Context: an optimization exercise on an open-source flow, tuned for small area, a short achievable clock period and few clock cycles per item. The choices shown serve that exercise and are no tape-out recipe.
In this exercise RTL edits were held to simulation tests only and were not proved equivalent to the original.

==> flow/design.v, too long to show whole: its modules and the start of the top module <==
// module nco_waveform: 2219 lines
// module fa_cell: 4 lines
// module ha_cell: 4 lines
module nco_waveform (
    input  wire        clk,
    input  wire        rst,         
    input  wire        in_valid,
    output wire        in_ready,
    input  wire [31:0] p_in,
    input  wire [31:0] gain_in,
    input  wire [2:0]  wave_in,
    input  wire [31:0] rng_in,
    output reg         out_valid,
    output reg  [31:0] y_out,
    output reg  [31:0] rng_out
);
  // ...
==> flow/run.sh <==
#!/bin/bash
# synth_recipe.tcl (not shown) runs the flow's synth.tcl, then flattens the netlist and writes it again
# the make line also repeats each setting of config.mk as NAME=value (left out here)
make -C /OpenROAD-flow-scripts/flow DESIGN_CONFIG=/design/flow/config.mk WORK_HOME=/design/flow/orfs CLKGATE_MAP_FILE= SYNTH_SCRIPT=/design/flow/synth_recipe.tcl finish
==> flow/config.mk <==
export PLATFORM = sky130hd
export DESIGN_NAME = nco_waveform
export DESIGN_NICKNAME = nco_waveform
export VERILOG_FILES = /design/flow/design.v
export SDC_FILE = /design/flow/constraint.sdc
export NUM_CORES = 4
export LEC_CHECK = 0
export CAP_MARGIN = 20
export CORE_MARGIN = 2
export CORE_UTILIZATION = 50
export CTS_BUF_LIST = sky130_fd_sc_hd__clkbuf_4 sky130_fd_sc_hd__clkbuf_8
export SLEW_MARGIN = 20
export SYNTH_HIERARCHICAL = 1
==> flow/constraint.sdc <==
create_clock -name core_clock -period 22.0 [get_ports {clk}]
set_input_delay 4.4000 -clock core_clock [delete_from_list [all_inputs] [get_ports {clk}]]
set_output_delay 4.4000 -clock core_clock [all_outputs]
set_load 0.01 [all_outputs]
==> out/results.ini, run 1 <==
[route]
vias = 36210
route.detailed.drc = 0
met1_length_um = 57060
via_per_inst = 5.809
dr.pass1.iters = 5

[cells_and_area]
biggestCellCategory = multi-input gates
layout_commonest_cell = dfxtp_1
clk_share_pct = 4.245

[synthesis]
yosys_warnings = 7
synthTopCellsByCount = dfxtp_1, fa_1, and2_1
synthMuxAreaShare_pct = 4.916
synthCells = 4782
synth_top_family_by_area = adder cells

[hold_path]
worstHoldPathCells = 0

[critical_path]
cp_data_required_time_ns = 22.58
crit_path_frequent_cell = fa_1
worstPathMaxFanout = 11

[cts]
clock_path_buffers = 3
cts_tree = done
clk_transition_reported_paths_ns = 0.06
clock_latency_ns = 0.75
htreeDepth = 3

[floorplan]
core-area_um2 = 96990
num_rows = 114
die_h_um = 317.3

[grt]
use_met1_pct = 36.40
first_global_vias = 36495

[sta]
hold_viol = 0
setup_violations = 0

[placement]
dpl.hpwl_um = 98920
place_area_um2 = 51870

[status]
outcome = complete, no violations

Testbench counts, summed over its fixed seeds: cycles 3,256, items 3,200.
==> run 2: changes to the inputs <==
--- a/flow/design.v
+++ b/flow/design.v
@@ -20,21 +20,23 @@
             v0 <= 1'b0; v1 <= 1'b0; v2 <= 1'b0; v3 <= 1'b0; v4 <= 1'b0; v5 <= 1'b0;
             out_valid <= 1'b0;
         end else begin
             v0 <= in_valid; v1 <= v0; v2 <= v1; v3 <= v2; v4 <= v3; v5 <= v4;
             out_valid <= v5;
         end
     end
     reg [30:0] p0;
+    reg [23:0] pxn0;                      
     reg        pnz0;                      
     reg [31:0] g0, r0;
     reg [2:0]  w0;
     always @(posedge clk) begin
         p0 <= p_in[30:0];
+        pxn0 <= ~{(p_in[30:23] != 8'd0), p_in[22:0]};
         pnz0 <= (p_in[30:23] != 8'd0);
         g0 <= gain_in;
         r0 <= rng_in;
         w0 <= wave_in;
     end
     wire is_sq  = (w0 == 3'd1);
     wire is_tri = (w0 == 3'd2);
     wire is_saw = (w0 == 3'd3);
@@ -48,29 +50,28 @@
             kk = {kk[22:0], ls[0]};
             ls = (ls >> 1) ^ (ls[0] ? 32'h80200003 : 32'd0);
         end
     end
     wire [7:0]  pe  = p0[30:23];
     wire        pnz = pnz0;
     wire [23:0] pX  = {pnz, p0[22:0]};
     wire [7:0]  pep = pnz ? pe : 8'd1;
-    wire [7:0]  t_shr = 8'd129 - pep;
-    wire        t_big = (t_shr > 8'd27);
-    wire [4:0]  t_sh  = 5'd1 - pep[4:0];               
-    wire [27:0] t_b   = {pX, 4'b0000} >> t_sh;           
+    wire        t_big = (pe < 8'd102);
+    wire [4:0]  t_sh  = 5'd1 - pe[4:0];                  
+    wire [27:0] t_b   = {1'b1, p0[22:0], 4'b0000} >> t_sh;    
     reg  [4:0]  t_tz;                                     
     always @(*) begin
         t_tz = 5'd24;
         for (i = 23; i >= 0; i = i - 1)
             if (pX[i]) t_tz = i[4:0];
     end
     wire        t_s   = ({1'b0, t_tz} + 6'd4) < {1'b0, t_sh};    
     wire        t_up  = t_b[0] & (t_s | t_b[1]);
-    wire [24:0] t_n   = t_big ? 25'd0 : (t_b[25:1] + {24'd0, t_up});
+    wire [24:0] t_k   = t_big ? 25'd0 : t_b[25:1];      
     wire sq_pos = (p0 <= 31'h40490FDA) || (p0 == 31'h40C90FDB);
     wire qa0 = ~pX[1];
     wire qa1 = ~pX[1];
     wire qa2 = ~pX[1];
     wire qa3 = ~pX[1];
     wire qa4 = ~pX[1];
     wire qa5 = ~pX[1];
     wire qa6 = ~pX[1];
@@ -86,91 +87,91 @@
     wire qa16 = ~pX[18];
     wire qa17 = ~pX[18];
     wire qa18 = ~pX[18];
     wire qa19 = ~pX[18];
     wire qa20 = ~pX[18];
     wire qa21 = ~pX[18];
     wire qa22 = ~pX[18];
     wire qa23, qa24;
-    ha_cell u_qa23 (.a(~pX[19]), .b(pX[17]), .s(qa23), .co(qa24));
+    ha_cell u_qa23 (.a(pxn0[19]), .b(pX[17]), .s(qa23), .co(qa24));
     wire qa25, qa26;
-    fa_cell u_qa25 (.a(~pX[20]), .b(pX[18]), .c(~pX[13]), .s(qa25), .co(qa26));
+    fa_cell u_qa25 (.a(pxn0[20]), .b(pX[18]), .c(pxn0[13]), .s(qa25), .co(qa26));
     wire qa27, qa28;
-    ha_cell u_qa27 (.a(pX[11]), .b(~pX[9]), .s(qa27), .co(qa28));
+    ha_cell u_qa27 (.a(pX[11]), .b(pxn0[9]), .s(qa27), .co(qa28));
     wire qa29, qa30;
-    fa_cell u_qa29 (.a(~pX[21]), .b(pX[19]), .c(~pX[14]), .s(qa29), .co(qa30));
+    fa_cell u_qa29 (.a(pxn0[21]), .b(pX[19]), .c(pxn0[14]), .s(qa29), .co(qa30));
     wire qa31, qa32;
-    fa_cell u_qa31 (.a(pX[12]), .b(~pX[10]), .c(~pX[5]), .s(qa31), .co(qa32));
+    fa_cell u_qa31 (.a(pX[12]), .b(pxn0[10]), .c(pxn0[5]), .s(qa31), .co(qa32));
     wire qa33, qa34;
-    fa_cell u_qa33 (.a(~pX[22]), .b(pX[20]), .c(~pX[15]), .s(qa33), .co(qa34));
+    fa_cell u_qa33 (.a(pxn0[22]), .b(pX[20]), .c(pxn0[15]), .s(qa33), .co(qa34));
     wire qa35, qa36;
-    fa_cell u_qa35 (.a(pX[13]), .b(~pX[11]), .c(~pX[6]), .s(qa35), .co(qa36));
+    fa_cell u_qa35 (.a(pX[13]), .b(pxn0[11]), .c(pxn0[6]), .s(qa35), .co(qa36));
     wire qa37, qa38;
-    fa_cell u_qa37 (.a(~pX[23]), .b(pX[21]), .c(~pX[16]), .s(qa37), .co(qa38));
+    fa_cell u_qa37 (.a(pxn0[23]), .b(pX[21]), .c(pxn0[16]), .s(qa37), .co(qa38));
     wire qa39, qa40;
-    fa_cell u_qa39 (.a(pX[14]), .b(~pX[12]), .c(~pX[7]), .s(qa39), .co(qa40));
+    fa_cell u_qa39 (.a(pX[14]), .b(pxn0[12]), .c(pxn0[7]), .s(qa39), .co(qa40));
     wire qa41, qa42;
     ha_cell u_qa41 (.a(pX[5]), .b(pX[2]), .s(qa41), .co(qa42));
     wire qa43, qa44;
-    fa_cell u_qa43 (.a(pX[22]), .b(~pX[17]), .c(pX[15]), .s(qa43), .co(qa44));
+    fa_cell u_qa43 (.a(pX[22]), .b(pxn0[17]), .c(pX[15]), .s(qa43), .co(qa44));
     wire qa45, qa46;
-    fa_cell u_qa45 (.a(~pX[13]), .b(~pX[8]), .c(pX[6]), .s(qa45), .co(qa46));
+    fa_cell u_qa45 (.a(pxn0[13]), .b(pxn0[8]), .c(pX[6]), .s(qa45), .co(qa46));
     wire qa47, qa48;
     ha_cell u_qa47 (.a(pX[3]), .b(qa1), .s(qa47), .co(qa48));
     wire qa49, qa50;
-    fa_cell u_qa49 (.a(pX[23]), .b(~pX[18]), .c(pX[16]), .s(qa49), .co(qa50));
+    fa_cell u_qa49 (.a(pX[23]), .b(pxn0[18]), .c(pX[16]), .s(qa49), .co(qa50));
     wire qa51, qa52;
-    fa_cell u_qa51 (.a(~pX[14]), .b(~pX[9]), .c(pX[7]), .s(qa51), .co(qa52));
+    fa_cell u_qa51 (.a(pxn0[14]), .b(pxn0[9]), .c(pX[7]), .s(qa51), .co(qa52));
     wire qa53, qa54;
     fa_cell u_qa53 (.a(pX[4]), .b(pX[2]), .c(qa2), .s(qa53), .co(qa54));
     wire qa55, qa56;
-    fa_cell u_qa55 (.a(~pX[19]), .b(pX[17]), .c(~pX[15]), .s(qa55), .co(qa56));
+    fa_cell u_qa55 (.a(pxn0[19]), .b(pX[17]), .c(pxn0[15]), .s(qa55), .co(qa56));
     wire qa57, qa58;
-    fa_cell u_qa57 (.a(~pX[10]), .b(pX[8]), .c(pX[5]), .s(qa57), .co(qa58));
+    fa_cell u_qa57 (.a(pxn0[10]), .b(pX[8]), .c(pX[5]), .s(qa57), .co(qa58));
     wire qa59, qa60;
     ha_cell u_qa59 (.a(pX[3]), .b(qa3), .s(qa59), .co(qa60));
     wire qa61, qa62;
-    fa_cell u_qa61 (.a(~pX[20]), .b(pX[18]), .c(~pX[16]), .s(qa61), .co(qa62));
+    fa_cell u_qa61 (.a(pxn0[20]), .b(pX[18]), .c(pxn0[16]), .s(qa61), .co(qa62));
     wire qa63, qa64;
-    fa_cell u_qa63 (.a(~pX[11]), .b(pX[9]), .c(pX[6]), .s(qa63), .co(qa64));
+    fa_cell u_qa63 (.a(pxn0[11]), .b(pX[9]), .c(pX[6]), .s(qa63), .co(qa64));
     wire qa65, qa66;
     ha_cell u_qa65 (.a(pX[4]), .b(qa4), .s(qa65), .co(qa66));
     wire qa67, qa68;
-    fa_cell u_qa67 (.a(~pX[21]), .b(pX[19]), .c(~pX[17]), .s(qa67), .co(qa68));
+    fa_cell u_qa67 (.a(pxn0[21]), .b(pX[19]), .c(pxn0[17]), .s(qa67), .co(qa68));
     wire qa69, qa70;
-    fa_cell u_qa69 (.a(~pX[12]), .b(pX[10]), .c(pX[7]), .s(qa69), .co(qa70));
+    fa_cell u_qa69 (.a(pxn0[12]), .b(pX[10]), .c(pX[7]), .s(qa69), .co(qa70));
     wire qa71, qa72;
     ha_cell u_qa71 (.a(pX[5]), .b(qa5), .s(qa71), .co(qa72));
     wire qa73, qa74;
-    fa_cell u_qa73 (.a(~pX[22]), .b(pX[20]), .c(~pX[18]), .s(qa73), .co(qa74));
+    fa_cell u_qa73 (.a(pxn0[22]), .b(pX[20]), .c(pxn0[18]), .s(qa73), .co(qa74));
     wire qa75, qa76;
-    fa_cell u_qa75 (.a(~pX[13]), .b(pX[11]), .c(pX[8]), .s(qa75), .co(qa76));
+    fa_cell u_qa75 (.a(pxn0[13]), .b(pX[11]), .c(pX[8]), .s(qa75), .co(qa76));
     wire qa77, qa78;
     ha_cell u_qa77 (.a(pX[6]), .b(qa6), .s(qa77), .co(qa78));
     wire qa79, qa80;
-    fa_cell u_qa79 (.a(~pX[23]), .b(pX[21]), .c(~pX[19]), .s(qa79), .co(qa80));
+    fa_cell u_qa79 (.a(pxn0[23]), .b(pX[21]), .c(pxn0[19]), .s(qa79), .co(qa80));
     wire qa81, qa82;
-    fa_cell u_qa81 (.a(~pX[14]), .b(pX[12]), .c(pX[9]), .s(qa81), .co(qa82));
+    fa_cell u_qa81 (.a(pxn0[14]), .b(pX[12]), .c(pX[9]), .s(qa81), .co(qa82));
     wire qa83, qa84;
     ha_cell u_qa83 (.a(pX[7]), .b(qa7), .s(qa83), .co(qa84));
     wire qa85, qa86;
-    fa_cell u_qa85 (.a(pX[22]), .b(~pX[20]), .c(~pX[15]), .s(qa85), .co(qa86));
+    fa_cell u_qa85 (.a(pX[22]), .b(pxn0[20]), .c(pxn0[15]), .s(qa85), .co(qa86));
     wire qa87, qa88;
     fa_cell u_qa87 (.a(pX[13]), .b(pX[10]), .c(pX[8]), .s(qa87), .co(qa88));
     wire qa89, qa90;
-    fa_cell u_qa89 (.a(pX[23]), .b(~pX[21]), .c(~pX[16]), .s(qa89), .co(qa90));
+    fa_cell u_qa89 (.a(pX[23]), .b(pxn0[21]), .c(pxn0[16]), .s(qa89), .co(qa90));
     wire qa91, qa92;
-    ha_cell u_qa91 (.a(~pX[22]), .b(~pX[17]), .s(qa91), .co(qa92));
+    ha_cell u_qa91 (.a(pxn0[22]), .b(pxn0[17]), .s(qa91), .co(qa92));
     wire qa93, qa94;
-    ha_cell u_qa93 (.a(~pX[23]), .b(~pX[18]), .s(qa93), .co(qa94));
+    ha_cell u_qa93 (.a(pxn0[23]), .b(pxn0[18]), .s(qa93), .co(qa94));
     wire qa95, qa96;
-    fa_cell u_qa95 (.a(qa23), .b(~pX[12]), .c(pX[10]), .s(qa95), .co(qa96));
+    fa_cell u_qa95 (.a(qa23), .b(pxn0[12]), .c(pX[10]), .s(qa95), .co(qa96));
     wire qa97, qa98;
-    fa_cell u_qa97 (.a(qa25), .b(qa27), .c(~pX[4]), .s(qa97), .co(qa98));
+    fa_cell u_qa97 (.a(qa25), .b(qa27), .c(pxn0[4]), .s(qa97), .co(qa98));
     wire qa99, qa100;
     ha_cell u_qa99 (.a(pX[2]), .b(pX[1]), .s(qa99), .co(qa100));
     wire qa101, qa102;
     fa_cell u_qa101 (.a(qa29), .b(qa31), .c(pX[3]), .s(qa101), .co(qa102));
     wire qa103, qa104;
     fa_cell u_qa103 (.a(pX[0]), .b(qa26), .c(qa28), .s(qa103), .co(qa104));
     wire qa105, qa106;
     fa_cell u_qa105 (.a(qa33), .b(qa35), .c(pX[4]), .s(qa105), .co(qa106));
@@ -220,31 +221,31 @@
     fa_cell u_qa149 (.a(qa91), .b(pX[15]), .c(pX[12]), .s(qa149), .co(qa150));
     wire qa151, qa152;
     fa_cell u_qa151 (.a(pX[10]), .b(qa9), .c(qa90), .s(qa151), .co(qa152));
     wire qa153, qa154;
     fa_cell u_qa153 (.a(qa93), .b(pX[16]), .c(pX[13]), .s(qa153), .co(qa154));
     wire qa155, qa156;
     fa_cell u_qa155 (.a(pX[11]), .b(qa10), .c(qa92), .s(qa155), .co(qa156));
     wire qa157, qa158;
-    fa_cell u_qa157 (.a(~pX[19]), .b(pX[17]), .c(pX[14]), .s(qa157), .co(qa158));
+    fa_cell u_qa157 (.a(pxn0[19]), .b(pX[17]), .c(pX[14]), .s(qa157), .co(qa158));
     wire qa159, qa160;
     fa_cell u_qa159 (.a(pX[12]), .b(pX[9]), .c(qa94), .s(qa159), .co(qa160));
     wire qa161, qa162;
-    fa_cell u_qa161 (.a(~pX[20]), .b(pX[18]), .c(pX[15]), .s(qa161), .co(qa162));
+    fa_cell u_qa161 (.a(pxn0[20]), .b(pX[18]), .c(pX[15]), .s(qa161), .co(qa162));
     wire qa163, qa164;
-    fa_cell u_qa163 (.a(~pX[21]), .b(pX[19]), .c(pX[16]), .s(qa163), .co(qa164));
+    fa_cell u_qa163 (.a(pxn0[21]), .b(pX[19]), .c(pX[16]), .s(qa163), .co(qa164));
     wire qa165, qa166;
-    fa_cell u_qa165 (.a(~pX[22]), .b(pX[20]), .c(pX[17]), .s(qa165), .co(qa166));
+    fa_cell u_qa165 (.a(pxn0[22]), .b(pX[20]), .c(pX[17]), .s(qa165), .co(qa166));
     wire qa167, qa168;
-    fa_cell u_qa167 (.a(~pX[23]), .b(pX[21]), .c(pX[18]), .s(qa167), .co(qa168));
+    fa_cell u_qa167 (.a(pxn0[23]), .b(pX[21]), .c(pX[18]), .s(qa167), .co(qa168));
     wire qa169, qa170;
     ha_cell u_qa169 (.a(pX[22]), .b(pX[19]), .s(qa169), .co(qa170));
     wire qa171, qa172;
-    ha_cell u_qa171 (.a(qa95), .b(~pX[8]), .s(qa171), .co(qa172));
+    ha_cell u_qa171 (.a(qa95), .b(pxn0[8]), .s(qa171), .co(qa172));
     wire qa173, qa174;
     fa_cell u_qa173 (.a(qa97), .b(qa99), .c(qa24), .s(qa173), .co(qa174));
     wire qa175, qa176;
     fa_cell u_qa175 (.a(qa101), .b(qa103), .c(qa98), .s(qa175), .co(qa176));
     wire qa177, qa178;
     fa_cell u_qa177 (.a(qa105), .b(qa107), .c(qa102), .s(qa177), .co(qa178));
     wire qa179, qa180;
     fa_cell u_qa179 (.a(qa109), .b(qa111), .c(qa106), .s(qa179), .co(qa180));
@@ -286,17 +287,17 @@
     fa_cell u_qa215 (.a(pX[23]), .b(pX[20]), .c(qa15), .s(qa215), .co(qa216));
     wire qa217, qa218;
     ha_cell u_qa217 (.a(pX[21]), .b(pX[19]), .s(qa217), .co(qa218));
     wire qa219, qa220;
     ha_cell u_qa219 (.a(pX[22]), .b(pX[20]), .s(qa219), .co(qa220));
     wire qa221, qa222;
     ha_cell u_qa221 (.a(pX[23]), .b(pX[21]), .s(qa221), .co(qa222));
     wire qa223, qa224;
-    ha_cell u_qa223 (.a(qa171), .b(~pX[3]), .s(qa223), .co(qa224));
+    ha_cell u_qa223 (.a(qa171), .b(pxn0[3]), .s(qa223), .co(qa224));
     wire qa225, qa226;
     fa_cell u_qa225 (.a(qa173), .b(qa96), .c(qa172), .s(qa225), .co(qa226));
     wire qa227, qa228;
     fa_cell u_qa227 (.a(qa175), .b(qa100), .c(qa174), .s(qa227), .co(qa228));
     wire qa229, qa230;
     fa_cell u_qa229 (.a(qa177), .b(qa104), .c(qa176), .s(qa229), .co(qa230));
     wire qa231, qa232;
     fa_cell u_qa231 (.a(qa179), .b(qa108), .c(qa178), .s(qa231), .co(qa232));
@@ -349,179 +350,185 @@
     wire [29:0] qa_ra = {qa22, qa21, qa277, qa275, qa273, qa271, qa269, qa267, qa265, qa263, qa261, qa259, qa257, qa255, qa253, qa251, qa249, qa247, qa245, qa243, qa241, qa239, qa237, qa235, qa233, qa231, qa229, qa227, qa225, qa223};
     wire [29:0] qa_rb = {1'b0, qa278, qa276, qa274, qa272, qa270, qa268, qa266, qa264, qa262, qa260, qa258, qa256, qa254, qa252, qa250, qa248, qa246, qa244, qa242, qa240, qa238, qa236, qa234, qa232, qa230, qa228, qa226, qa224, qa0};
     wire [29:0] s_acc = qa_ra + qa_rb;
     wire [25:0] s_q0  = s_acc[28:3];
     wire        s_q25 = (pX >= D_MANT);
     wire [2:0]  s_rp  = (pep >= 8'd4) ? (s_q25 ? 3'd2 : 3'd1) : (3'd5 - pep[2:0]);
     wire [7:0]  s_evb = pep + {5'd0, s_rp} - 8'd3;
     reg [25:0] a1;                        
-    reg        flip1, s_x01, s_zx1, is_saw1, nanp1;
+    reg        up1, is_tri1, sqf1, s_x01, s_zx1, is_saw1, nanp1;
     reg [2:0]  s_rp1;
     reg [7:0]  s_evb1;
     reg [31:0] g1, r1;
     always @(posedge clk) begin
-        a1      <= is_saw ? s_q0 : (is_tri ? {1'b0, t_n} : (is_nz ? {2'b00, kk} : 26'd0));
-        flip1   <= is_tri ? t_n[24] : (is_sq & sq_pos);
+        a1      <= is_saw ? s_q0 : (is_tri ? {1'b0, t_k} : (is_nz ? {2'b00, kk} : 26'd0));
+        up1     <= is_tri & t_up & !t_big;
+        is_tri1 <= is_tri;
+        sqf1    <= is_sq & sq_pos;
         s_x01   <= pX[0];
         s_zx1   <= (p0 == 31'd0);
         s_rp1   <= s_rp;
         s_evb1  <= s_evb;
         is_saw1 <= is_saw;
         nanp1   <= is_sq & sq_pos & (g0[30:23] == 8'hFF) & (g0[22:0] != 23'd0);
         g1      <= g0;
         r1      <= is_nz ? ls : r0;
     end
-    wire rb0 = a1[0];
-    wire rb1 = a1[0];
-    wire rb2 = a1[0];
-    wire rb3 = a1[0];
+    wire rb0 = ~a1[0];
+    wire rb1 = ~a1[0];
+    wire rb2 = ~a1[0];
+    wire rb3 = ~a1[0];
     wire rb4, rb5;
-    ha_cell u_rb4 (.a(s_x01), .b(a1[25]), .s(rb4), .co(rb5));
+    ha_cell u_rb4 (.a(a1[22]), .b(a1[20]), .s(rb4), .co(rb5));
     wire rb6, rb7;
-    ha_cell u_rb6 (.a(a1[20]), .b(a1[18]), .s(rb6), .co(rb7));
+    fa_cell u_rb6 (.a(a1[23]), .b(a1[21]), .c(a1[18]), .s(rb6), .co(rb7));
     wire rb8, rb9;
-    ha_cell u_rb8 (.a(a1[21]), .b(a1[19]), .s(rb8), .co(rb9));
+    ha_cell u_rb8 (.a(~a1[11]), .b(~a1[7]), .s(rb8), .co(rb9));
     wire rb10, rb11;
-    fa_cell u_rb10 (.a(a1[22]), .b(a1[20]), .c(a1[17]), .s(rb10), .co(rb11));
+    fa_cell u_rb10 (.a(a1[24]), .b(a1[22]), .c(a1[19]), .s(rb10), .co(rb11));
     wire rb12, rb13;
-    fa_cell u_rb12 (.a(a1[23]), .b(a1[21]), .c(a1[18]), .s(rb12), .co(rb13));
+    fa_cell u_rb12 (.a(~a1[12]), .b(~a1[8]), .c(~a1[5]), .s(rb12), .co(rb13));
     wire rb14, rb15;
-    fa_cell u_rb14 (.a(a1[24]), .b(a1[22]), .c(a1[19]), .s(rb14), .co(rb15));
+    fa_cell u_rb14 (.a(s_x01), .b(a1[25]), .c(a1[23]), .s(rb14), .co(rb15));
     wire rb16, rb17;
-    ha_cell u_rb16 (.a(~a1[12]), .b(~a1[8]), .s(rb16), .co(rb17));
+    fa_cell u_rb16 (.a(a1[20]), .b(~a1[13]), .c(~a1[9]), .s(rb16), .co(rb17));
     wire rb18, rb19;
-    fa_cell u_rb18 (.a(rb4), .b(a1[23]), .c(a1[20]), .s(rb18), .co(rb19));
+    ha_cell u_rb18 (.a(~a1[6]), .b(a1[3]), .s(rb18), .co(rb19));
     wire rb20, rb21;
-    fa_cell u_rb20 (.a(~a1[13]), .b(~a1[9]), .c(~a1[6]), .s(rb20), .co(rb21));
+    ha_cell u_rb20 (.a(a1[16]), .b(a1[14]), .s(rb20), .co(rb21));
     wire rb22, rb23;
-    ha_cell u_rb22 (.a(a1[3]), .b(~a1[1]), .s(rb22), .co(rb23));
+    fa_cell u_rb22 (.a(a1[17]), .b(a1[15]), .c(a1[12]), .s(rb22), .co(rb23));
     wire rb24, rb25;
-    ha_cell u_rb24 (.a(a1[13]), .b(a1[11]), .s(rb24), .co(rb25));
+    fa_cell u_rb24 (.a(a1[18]), .b(a1[16]), .c(a1[13]), .s(rb24), .co(rb25));
     wire rb26, rb27;
-    ha_cell u_rb26 (.a(a1[14]), .b(a1[12]), .s(rb26), .co(rb27));
+    fa_cell u_rb26 (.a(a1[19]), .b(a1[17]), .c(a1[14]), .s(rb26), .co(rb27));
     wire rb28, rb29;
-    ha_cell u_rb28 (.a(a1[15]), .b(a1[13]), .s(rb28), .co(rb29));
+    ha_cell u_rb28 (.a(~a1[7]), .b(~a1[3]), .s(rb28), .co(rb29));
     wire rb30, rb31;
-    fa_cell u_rb30 (.a(a1[16]), .b(a1[14]), .c(a1[11]), .s(rb30), .co(rb31));
+    fa_cell u_rb30 (.a(a1[20]), .b(a1[18]), .c(a1[15]), .s(rb30), .co(rb31));
     wire rb32, rb33;
-    fa_cell u_rb32 (.a(a1[17]), .b(a1[15]), .c(a1[12]), .s(rb32), .co(rb33));
+    fa_cell u_rb32 (.a(~a1[8]), .b(~a1[4]), .c(~a1[1]), .s(rb32), .co(rb33));
     wire rb34, rb35;
-    ha_cell u_rb34 (.a(~a1[5]), .b(~a1[1]), .s(rb34), .co(rb35));
+    fa_cell u_rb34 (.a(a1[21]), .b(a1[19]), .c(a1[16]), .s(rb34), .co(rb35));
     wire rb36, rb37;
-    fa_cell u_rb36 (.a(a1[18]), .b(a1[16]), .c(a1[13]), .s(rb36), .co(rb37));
+    fa_cell u_rb36 (.a(~a1[9]), .b(~a1[5]), .c(~a1[2]), .s(rb36), .co(rb37));
     wire rb38, rb39;
-    ha_cell u_rb38 (.a(~a1[6]), .b(~a1[2]), .s(rb38), .co(rb39));
+    fa_cell u_rb38 (.a(rb4), .b(a1[17]), .c(~a1[10]), .s(rb38), .co(rb39));
     wire rb40, rb41;
-    fa_cell u_rb40 (.a(a1[19]), .b(a1[17]), .c(a1[14]), .s(rb40), .co(rb41));
+    fa_cell u_rb40 (.a(~a1[6]), .b(~a1[3]), .c(rb3), .s(rb40), .co(rb41));
     wire rb42, rb43;
-    fa_cell u_rb42 (.a(~a1[7]), .b(~a1[3]), .c(rb2), .s(rb42), .co(rb43));
+    fa_cell u_rb42 (.a(rb6), .b(rb8), .c(~a1[4]), .s(rb42), .co(rb43));
     wire rb44, rb45;
-    fa_cell u_rb44 (.a(rb6), .b(a1[15]), .c(~a1[8]), .s(rb44), .co(rb45));
+    fa_cell u_rb44 (.a(a1[1]), .b(a1[0]), .c(rb5), .s(rb44), .co(rb45));
     wire rb46, rb47;
-    fa_cell u_rb46 (.a(~a1[4]), .b(~a1[1]), .c(~a1[0]), .s(rb46), .co(rb47));
+    fa_cell u_rb46 (.a(rb10), .b(rb12), .c(a1[2]), .s(rb46), .co(rb47));
     wire rb48, rb49;
-    fa_cell u_rb48 (.a(rb8), .b(a1[16]), .c(~a1[9]), .s(rb48), .co(rb49));
+    fa_cell u_rb48 (.a(~a1[0]), .b(rb7), .c(rb9), .s(rb48), .co(rb49));
     wire rb50, rb51;
-    fa_cell u_rb50 (.a(~a1[5]), .b(~a1[2]), .c(rb7), .s(rb50), .co(rb51));
+    fa_cell u_rb50 (.a(rb14), .b(rb16), .c(rb18), .s(rb50), .co(rb51));
     wire rb52, rb53;
-    fa_cell u_rb52 (.a(rb10), .b(~a1[10]), .c(~a1[6]), .s(rb52), .co(rb53));
+    fa_cell u_rb52 (.a(~a1[1]), .b(rb11), .c(rb13), .s(rb52), .co(rb53));
     wire rb54, rb55;
-    fa_cell u_rb54 (.a(~a1[3]), .b(a1[0]), .c(rb9), .s(rb54), .co(rb55));
+    ha_cell u_rb54 (.a(a1[6]), .b(a1[4]), .s(rb54), .co(rb55));
     wire rb56, rb57;
-    fa_cell u_rb56 (.a(rb12), .b(~a1[11]), .c(~a1[7]), .s(rb56), .co(rb57));
+    ha_cell u_rb56 (.a(a1[7]), .b(a1[5]), .s(rb56), .co(rb57));
     wire rb58, rb59;
-    fa_cell u_rb58 (.a(~a1[4]), .b(a1[1]), .c(rb11), .s(rb58), .co(rb59));
+    ha_cell u_rb58 (.a(a1[8]), .b(a1[6]), .s(rb58), .co(rb59));
     wire rb60, rb61;
-    fa_cell u_rb60 (.a(rb14), .b(rb16), .c(~a1[5]), .s(rb60), .co(rb61));
+    ha_cell u_rb60 (.a(a1[9]), .b(a1[7]), .s(rb60), .co(rb61));
     wire rb62, rb63;
-    fa_cell u_rb62 (.a(a1[2]), .b(rb3), .c(rb13), .s(rb62), .co(rb63));
+    ha_cell u_rb62 (.a(a1[10]), .b(a1[8]), .s(rb62), .co(rb63));
     wire rb64, rb65;
-    fa_cell u_rb64 (.a(rb18), .b(rb20), .c(rb22), .s(rb64), .co(rb65));
+    ha_cell u_rb64 (.a(a1[11]), .b(a1[9]), .s(rb64), .co(rb65));
     wire rb66, rb67;
-    fa_cell u_rb66 (.a(~a1[0]), .b(rb15), .c(rb17), .s(rb66), .co(rb67));
+    fa_cell u_rb66 (.a(a1[12]), .b(a1[10]), .c(a1[7]), .s(rb66), .co(rb67));
     wire rb68, rb69;
-    ha_cell u_rb68 (.a(a1[12]), .b(a1[10]), .s(rb68), .co(rb69));
+    fa_cell u_rb68 (.a(a1[13]), .b(a1[11]), .c(a1[8]), .s(rb68), .co(rb69));
     wire rb70, rb71;
-    fa_cell u_rb70 (.a(rb24), .b(a1[8]), .c(~a1[1]), .s(rb70), .co(rb71));
+    fa_cell u_rb70 (.a(a1[14]), .b(a1[12]), .c(a1[9]), .s(rb70), .co(rb71));
     wire rb72, rb73;
-    fa_cell u_rb72 (.a(rb26), .b(a1[9]), .c(~a1[2]), .s(rb72), .co(rb73));
+    fa_cell u_rb72 (.a(a1[15]), .b(a1[13]), .c(a1[10]), .s(rb72), .co(rb73));
     wire rb74, rb75;
-    fa_cell u_rb74 (.a(rb28), .b(a1[10]), .c(~a1[3]), .s(rb74), .co(rb75));
+    fa_cell u_rb74 (.a(rb20), .b(a1[11]), .c(~a1[4]), .s(rb74), .co(rb75));
     wire rb76, rb77;
-    fa_cell u_rb76 (.a(rb30), .b(~a1[4]), .c(rb1), .s(rb76), .co(rb77));
+    fa_cell u_rb76 (.a(rb22), .b(~a1[5]), .c(~a1[1]), .s(rb76), .co(rb77));
     wire rb78, rb79;
-    fa_cell u_rb78 (.a(rb32), .b(rb34), .c(~a1[0]), .s(rb78), .co(rb79));
+    fa_cell u_rb78 (.a(rb24), .b(~a1[6]), .c(~a1[2]), .s(rb78), .co(rb79));
     wire rb80, rb81;
-    fa_cell u_rb80 (.a(rb36), .b(rb38), .c(rb33), .s(rb80), .co(rb81));
+    fa_cell u_rb80 (.a(rb26), .b(rb28), .c(~a1[0]), .s(rb80), .co(rb81));
     wire rb82, rb83;
-    fa_cell u_rb82 (.a(rb40), .b(rb42), .c(rb37), .s(rb82), .co(rb83));
+    fa_cell u_rb82 (.a(rb30), .b(rb32), .c(rb27), .s(rb82), .co(rb83));
     wire rb84, rb85;
-    fa_cell u_rb84 (.a(rb44), .b(rb46), .c(rb41), .s(rb84), .co(rb85));
+    fa_cell u_rb84 (.a(rb34), .b(rb36), .c(rb31), .s(rb84), .co(rb85));
     wire rb86, rb87;
-    fa_cell u_rb86 (.a(rb48), .b(rb50), .c(rb45), .s(rb86), .co(rb87));
+    fa_cell u_rb86 (.a(rb38), .b(rb40), .c(rb35), .s(rb86), .co(rb87));
     wire rb88, rb89;
-    fa_cell u_rb88 (.a(rb52), .b(rb54), .c(rb49), .s(rb88), .co(rb89));
+    fa_cell u_rb88 (.a(rb42), .b(rb44), .c(rb39), .s(rb88), .co(rb89));
     wire rb90, rb91;
-    fa_cell u_rb90 (.a(rb56), .b(rb58), .c(rb53), .s(rb90), .co(rb91));
+    fa_cell u_rb90 (.a(rb46), .b(rb48), .c(rb43), .s(rb90), .co(rb91));
     wire rb92, rb93;
-    fa_cell u_rb92 (.a(rb60), .b(rb62), .c(rb57), .s(rb92), .co(rb93));
+    fa_cell u_rb92 (.a(rb50), .b(rb52), .c(rb47), .s(rb92), .co(rb93));
     wire rb94, rb95;
-    fa_cell u_rb94 (.a(rb64), .b(rb66), .c(rb61), .s(rb94), .co(rb95));
+    ha_cell u_rb94 (.a(a1[3]), .b(a1[1]), .s(rb94), .co(rb95));
     wire rb96, rb97;
-    ha_cell u_rb96 (.a(a1[5]), .b(a1[3]), .s(rb96), .co(rb97));
+    ha_cell u_rb96 (.a(a1[4]), .b(a1[2]), .s(rb96), .co(rb97));
     wire rb98, rb99;
-    fa_cell u_rb98 (.a(a1[6]), .b(a1[4]), .c(a1[1]), .s(rb98), .co(rb99));
+    fa_cell u_rb98 (.a(a1[5]), .b(a1[3]), .c(rb2), .s(rb98), .co(rb99));
     wire rb100, rb101;
-    fa_cell u_rb100 (.a(a1[7]), .b(a1[5]), .c(a1[2]), .s(rb100), .co(rb101));
+    fa_cell u_rb100 (.a(rb54), .b(a1[1]), .c(a1[0]), .s(rb100), .co(rb101));
     wire rb102, rb103;
-    fa_cell u_rb102 (.a(a1[8]), .b(a1[6]), .c(a1[3]), .s(rb102), .co(rb103));
+    fa_cell u_rb102 (.a(rb56), .b(a1[2]), .c(rb55), .s(rb102), .co(rb103));
     wire rb104, rb105;
-    fa_cell u_rb104 (.a(a1[9]), .b(a1[7]), .c(a1[4]), .s(rb104), .co(rb105));
+    fa_cell u_rb104 (.a(rb58), .b(a1[3]), .c(rb57), .s(rb104), .co(rb105));
     wire rb106, rb107;
-    fa_cell u_rb106 (.a(a1[10]), .b(a1[8]), .c(a1[5]), .s(rb106), .co(rb107));
+    fa_cell u_rb106 (.a(rb60), .b(a1[4]), .c(rb59), .s(rb106), .co(rb107));
     wire rb108, rb109;
-    fa_cell u_rb108 (.a(a1[11]), .b(a1[9]), .c(a1[6]), .s(rb108), .co(rb109));
+    fa_cell u_rb108 (.a(rb62), .b(a1[5]), .c(rb61), .s(rb108), .co(rb109));
     wire rb110, rb111;
-    fa_cell u_rb110 (.a(rb68), .b(a1[7]), .c(rb0), .s(rb110), .co(rb111));
+    fa_cell u_rb110 (.a(rb64), .b(a1[6]), .c(rb63), .s(rb110), .co(rb111));
     wire rb112, rb113;
-    fa_cell u_rb112 (.a(rb70), .b(~a1[0]), .c(rb69), .s(rb112), .co(rb113));
+    fa_cell u_rb112 (.a(rb66), .b(~a1[0]), .c(rb65), .s(rb112), .co(rb113));
     wire rb114, rb115;
-    fa_cell u_rb114 (.a(rb72), .b(rb25), .c(rb71), .s(rb114), .co(rb115));
+    fa_cell u_rb114 (.a(rb68), .b(~a1[1]), .c(rb67), .s(rb114), .co(rb115));
     wire rb116, rb117;
-    fa_cell u_rb116 (.a(rb74), .b(rb27), .c(rb73), .s(rb116), .co(rb117));
+    fa_cell u_rb116 (.a(rb70), .b(~a1[2]), .c(rb69), .s(rb116), .co(rb117));
     wire rb118, rb119;
-    fa_cell u_rb118 (.a(rb76), .b(rb29), .c(rb75), .s(rb118), .co(rb119));
+    fa_cell u_rb118 (.a(rb72), .b(~a1[3]), .c(rb71), .s(rb118), .co(rb119));
     wire rb120, rb121;
-    fa_cell u_rb120 (.a(rb78), .b(rb31), .c(rb77), .s(rb120), .co(rb121));
+    fa_cell u_rb120 (.a(rb74), .b(~a1[0]), .c(rb73), .s(rb120), .co(rb121));
     wire rb122, rb123;
-    fa_cell u_rb122 (.a(rb80), .b(rb35), .c(rb79), .s(rb122), .co(rb123));
+    fa_cell u_rb122 (.a(rb76), .b(rb21), .c(rb75), .s(rb122), .co(rb123));
     wire rb124, rb125;
-    fa_cell u_rb124 (.a(rb82), .b(rb39), .c(rb81), .s(rb124), .co(rb125));
+    fa_cell u_rb124 (.a(rb78), .b(rb23), .c(rb77), .s(rb124), .co(rb125));
     wire rb126, rb127;
-    fa_cell u_rb126 (.a(rb84), .b(rb43), .c(rb83), .s(rb126), .co(rb127));
+    fa_cell u_rb126 (.a(rb80), .b(rb25), .c(rb79), .s(rb126), .co(rb127));
     wire rb128, rb129;
-    fa_cell u_rb128 (.a(rb86), .b(rb47), .c(rb85), .s(rb128), .co(rb129));
+    fa_cell u_rb128 (.a(rb82), .b(rb29), .c(rb81), .s(rb128), .co(rb129));
     wire rb130, rb131;
-    fa_cell u_rb130 (.a(rb88), .b(rb51), .c(rb87), .s(rb130), .co(rb131));
+    fa_cell u_rb130 (.a(rb84), .b(rb33), .c(rb83), .s(rb130), .co(rb131));
     wire rb132, rb133;
-    fa_cell u_rb132 (.a(rb90), .b(rb55), .c(rb89), .s(rb132), .co(rb133));
+    fa_cell u_rb132 (.a(rb86), .b(rb37), .c(rb85), .s(rb132), .co(rb133));
     wire rb134, rb135;
-    fa_cell u_rb134 (.a(rb92), .b(rb59), .c(rb91), .s(rb134), .co(rb135));
+    fa_cell u_rb134 (.a(rb88), .b(rb41), .c(rb87), .s(rb134), .co(rb135));
     wire rb136, rb137;
-    fa_cell u_rb136 (.a(rb94), .b(rb63), .c(rb93), .s(rb136), .co(rb137));
-    wire [25:0] rb_ra = {rb136, rb134, rb132, rb130, rb128, rb126, rb124, rb122, rb120, rb118, rb116, rb114, rb112, rb110, rb108, rb106, rb104, rb102, rb100, rb98, rb96, a1[4], a1[3], a1[2], a1[1], a1[0]};
-    wire [25:0] rb_rb = {rb135, rb133, rb131, rb129, rb127, rb125, rb123, rb121, rb119, rb117, rb115, rb113, rb111, rb109, rb107, rb105, rb103, rb101, rb99, rb97, a1[0], a1[2], a1[1], a1[0], 1'b0, 1'b0};
-    wire [25:0] b_r0 = rb_ra + rb_rb;
-    wire        b_c  = (b_r0 >= {2'b00, D_MANT});
+    fa_cell u_rb136 (.a(rb90), .b(rb45), .c(rb89), .s(rb136), .co(rb137));
+    wire rb138, rb139;
+    fa_cell u_rb138 (.a(rb92), .b(rb49), .c(rb91), .s(rb138), .co(rb139));
+    wire [25:0] rb_ra = {rb138, rb136, rb134, rb132, rb130, rb128, rb126, rb124, rb122, rb120, rb118, rb116, rb114, rb112, rb110, rb108, rb106, rb104, rb102, rb100, rb98, rb96, rb94, a1[2], a1[1], rb0};
+    wire [25:0] rb_rb = {rb137, rb135, rb133, rb131, rb129, rb127, rb125, rb123, rb121, rb119, rb117, rb115, rb113, rb111, rb109, rb107, rb105, rb103, rb101, rb99, rb97, rb95, a1[0], rb1, a1[0], 1'b0};
+    wire [25:0] b_r0 = rb_ra + rb_rb;                   
+    wire        b_c  = !b_r0[25];
     wire [24:0] b_sh  = a1 >> s_rp1;
     wire        b_g   = a1[s_rp1 - 3'd1];
     wire        b_lo1 = (s_rp1 == 3'd1) || (s_rp1 == 3'd2 && a1[0]) ||
                         (s_rp1 == 3'd3 && (&a1[1:0])) || (s_rp1 == 3'd4 && (&a1[2:0]));
-    wire [23:0] tn_x   = a1[23:0];
+    wire [24:0] tn_n   = a1[24:0] + {24'd0, up1};
+    wire [23:0] tn_x   = tn_n[23:0];
+    wire        flip1  = is_tri1 ? tn_n[24] : sqf1;
     wire [23:0] tn_mag = tn_x[23] ? {1'b0, tn_x[22:0]} : (24'h800000 - {1'b0, tn_x[22:0]});
     wire        tn_z   = (tn_x == 24'h800000);
     wire        tn_s   = !tn_z && (!tn_x[23] ^ flip1);
     reg [24:0] a2;                        
     reg        c2, g2r, lo2, z2, sg2, is_saw2, nanp2;
     reg [7:0]  evb2;
     reg [31:0] g2, r2;
     always @(posedge clk) begin
==> flow/config.mk (replaced) <==
export PLATFORM = sky130hd
export DESIGN_NAME = nco_waveform
export DESIGN_NICKNAME = nco_waveform
export VERILOG_FILES = /design/flow/design.v
export SDC_FILE = /design/flow/constraint.sdc
export NUM_CORES = 4
export LEC_CHECK = 0
export CAP_MARGIN = 50
export CORE_MARGIN = 2
export CORE_UTILIZATION = 30
export SLEW_MARGIN = 70
export SYNTH_HIERARCHICAL = 1
==> run 2 against run 1 <==
Against the previous run: sequential share of layout area down 0.22 points; worst setup slack better by 0.40 ns; utilization down 21 points; critical path depth down 15.
==> out/results.ini, run 2 <==
[route]
route.detailed.drc = 0  ; unchanged
avgRoutedWirePerCell_um = 20.13  ; was 21.94 um
routed_wl_um = 142600  ; was 136800 um
drtIter0Drc = 2682  ; was 3000
vias = 36196  ; was 36210
drtAntennaViolNets = 0  ; unchanged
via_per_inst = 5.108  ; was 5.809
dr.pass1.iters = 5  ; unchanged

[sta]
final.setup_skew_ns = 0.06018  ; was 0.04587 ns
post-route-period-util_pct = 27.28  ; was 29.11%
rsz0062_at_grt = no  ; unchanged
max_freq_mhz = 166.6  ; was 156.2 MHz
hold_viol = 0  ; unchanged
setup_ws_ns = 16.00  ; was 15.60 ns
tns_ns = 0  ; unchanged
maxSlewViolCount = 0  ; unchanged
min_period_ns = 6.002  ; was 6.404 ns
setup_violations = 0  ; unchanged

[floorplan]
die_w_um = 408.1  ; was 317.3 um
die_area_um2 = 166500  ; was 100700 um^2
core-area_um2 = 162400  ; was 96990 um^2
io_pins = 168  ; unchanged
die_h_um = 408.1  ; was 317.3 um
start_util_pct = 30.16  ; was 50.60%
num_rows = 148  ; was 114

[critical_path]
reg2reg_to = a1[23]$_DFF_P_  ; was a1[16]$_DFF_P_
cp_num_buf_inv = 1  ; unchanged
slowest_stage = clkdlybuf4s50_1  ; was dfxtp_1
cp_data_required_time_ns = 17.60  ; was 22.58 ns
r2r_slack_ns = 16.26  ; was 15.60 ns
cpPeakStageDelay_ns = 0.57  ; was 0.77 ns
worstPathMaxFanout = 1  ; was 11
cp_top_family = buffers and inverters  ; was adder cells
arrival_ns = 1.60  ; was 6.98 ns
rr_worst_depth = 18  ; was 16
endpoint = y_out[3]  ; was a1[16]$_DFF_P_
end_kind = output pin  ; was flop
critPathKind = reg -> out  ; was reg -> reg
crit_start = y_out[3]$_DFF_P_  ; was p0[13]$_DFF_P_
worstPathCellList = clkdlybuf4s50_1  ; was inv_1, fa_1, fa_1, fa_1, fa_1, ha_1, and3b_1, o21a_1, o2111ai_1, a311o_1, a21oi_1, o21a_1, o21a_1, or3_1, a32oi_1, o21ai_0
start_kind = flop  ; unchanged
r2r_start = p0[1]$_DFF_P_  ; was p0[13]$_DFF_P_
crit_cells = 1  ; was 16

[synthesis]
synthCells = 4754  ; was 4782
yosysUniqueCellTypes = 105  ; was 110
synth-seq-cells = 684  ; was 661
synth_nets = 5720  ; was 5751
synth_edf_count = 0  ; unchanged
synthTopCellsByCount = dfxtp_1, fa_1, and2_1  ; unchanged
avgSynthCellArea_um2 = 10.30  ; was 10.26 um^2
synthMostInstantiatedCell = dfxtp_1  ; unchanged
yosysTopAreaCellShare_pct = 27.95  ; was 26.96%
synth_top_flop_cell = dfxtp_1  ; unchanged
yosysSeqAreaShare_pct = 27.95  ; was 26.96%
synthTopCellsByArea = dfxtp_1, fa_1, and2_1, ha_1, xnor2_1  ; unchanged
synth_top_area_cell = dfxtp_1  ; unchanged
ys_async_sr_fraction_pct = 0  ; unchanged
yosys_warnings = 7  ; unchanged
syn-cell-area_um2 = 48980  ; was 49070 um^2

[cells_and_area]
final_nets = 5811  ; was 5840
most-common-layout-cells = fa_1, dfxtp_1, and2_1  ; was dfxtp_1, fa_1, and2_1
drive_gt1_share_pct = 10.88  ; was 8.177%
layout_commonest_cell = fa_1  ; was dfxtp_1
fillCellCount = 16150  ; was 8601
area_delta_synth_final_pct = 16.41  ; was 10.40%

[grt]
grt_use_total_pct = 16.99  ; was 27.43%
grt_pass1_wl_um = 222600  ; was 212400 um
grt_max_degree = 47  ; was 52
grt_overflow_total = 0  ; unchanged
first_global_vias = 37678  ; was 36495
antenna_found_initial = 14  ; was 7

[cts]
cts_resized = 0  ; unchanged
cts-root-buf = clkbuf_16  ; was clkbuf_8
cts_hold_buf = 0  ; unchanged
clock-sinks = 684  ; was 661
clock_latency_ns = 0.68  ; was 0.75 ns
cts_setup_buffers = 0  ; unchanged
cts_tree = done  ; unchanged
numCtsBuffers = 76  ; was 107
clk_transition_reported_paths_ns = 0.06  ; about the same
clock_path_buffers = 3  ; unchanged
htreeDepth = 3  ; unchanged

[placement]
preCtsSetupSlack_ns = 16.27  ; was 15.58 ns
portBuffers = 165  ; unchanged
dpl.hpwl_um = 102900  ; was 98920 um
place.gp.congestion = 0.8990  ; was 0.9416

[hold_path]
hold_class = reg -> reg  ; unchanged
min_from = g2[12]$_DFF_P_  ; was g1[2]$_DFF_P_

[status]
outcome = complete, no violations  ; unchanged

[flow_run]
cap_viol_max_count = 0  ; unchanged

[run 2: stage by stage]
step	utilization (%)	instances	instance area [um^2]	hold slack, ns
floorplan	-	4754	48980	0.3096
global placement	32.55	6896	52860	0.3108
detailed placement	33.13	6935	53810	0.3121
CTS	34.84	7074	56580	0.2926
global route	35.10	7081	57010	0.3019
finish	35.11	7086	57020	0.2900
[run 2: metal layers]
metal / GRT usage [%] / part of all wire (%) / up-vias
li1: - / - / 16435
met1: 22.59 / 43 / 18289
met2: 28.17 / 48 / 1198
met3: 2.901 / 6.1 / 270
met4: 5.115 / 2.7 / 4
met5: 0 / 0.019 / -
[run 2: worst min path at each step]
stage | cells after the start | slack, ns | to
finish | 0 | 0.29 | g3[12]$_DFF_P_
global route | 0 | 0.30 | sy5$_DFF_P_
CTS | 0 | 0.29 | sy5$_DFF_P_
detailed placement | 0 | 0.31 | g2[16]$_DFF_P_
global placement | 0 | 0.31 | sg3$_DFF_P_
floorplan | 0 | 0.31 | evb2[0]$_DFF_P_
[run 2: final cells by class]
class	instances	area [um^2]	share of cell area (%)
clock inverter	43	643.1	1.128
clock buffer	96	2127	3.730
multi-input combinational	3652	34550	60.60
tap	2175	2721	4.773
timing repair buffer	284	2600	4.560
inverter	147	559.3	0.9808
antenna	5	12.51	0.02194
sequential	684	13800	24.21
[run 2: kinds of logic after synthesis]
group	count (synthesis)	share of synthesized area, %
flops	684	27.95
compound gates	871	11.51
buf+inv	418	3.344
mux	158	4.041
simple gates	1526	16.74
xor+xnor	232	4.271
fa+ha+maj	864	32.14
other cells	1	0.007655
[run 2: per-module statistics from Yosys (local to each module, per instance)]
| module | cells inside | area [um^2] | flip-flops and latches | times used |
|---|---|---|---|---|
| fa_cell | 1 | 20.02 | 0 | 647 |
| ha_cell | 1 | 12.51 | 0 | 55 |
| nco_waveform | 4052 | 35340 | 684 | 1 |
Testbench counts of run 2, summed over its fixed seeds: cycles 3,256, items 3,200.

## afterwards: timing with drivers on the ports
Ports are ideal in the flow. The routed layouts listed here were re-timed in OpenROAD. Step 1, drivers: a clkbuf_16 drives clk and a buf_2 each remaining input, both assumed. Step 2 adds t to the input delays and takes it off the output delays; t is the mean of the earliest and latest rising clock arrival at the registers after step 1. Input paths then give back, and output paths get back, about the clock's delay inside the block. Slacks: no drivers / after step 1 / after step 2; pairs: no drivers / after step 1.
run | shift t [ns] | slack for setup (ns) | clock arrival spread, ns | worst register clock-pin slew, ns
run 1 | 0.791 | 15.596 / 15.596 / 15.596 | 0.052 / 0.052 | 0.07 / 0.07
run 2 | 0.722 | 15.998 / 15.930 / 16.263 | 0.060 / 0.060 | 0.07 / 0.07
After both steps every run listed still meets setup and hold.
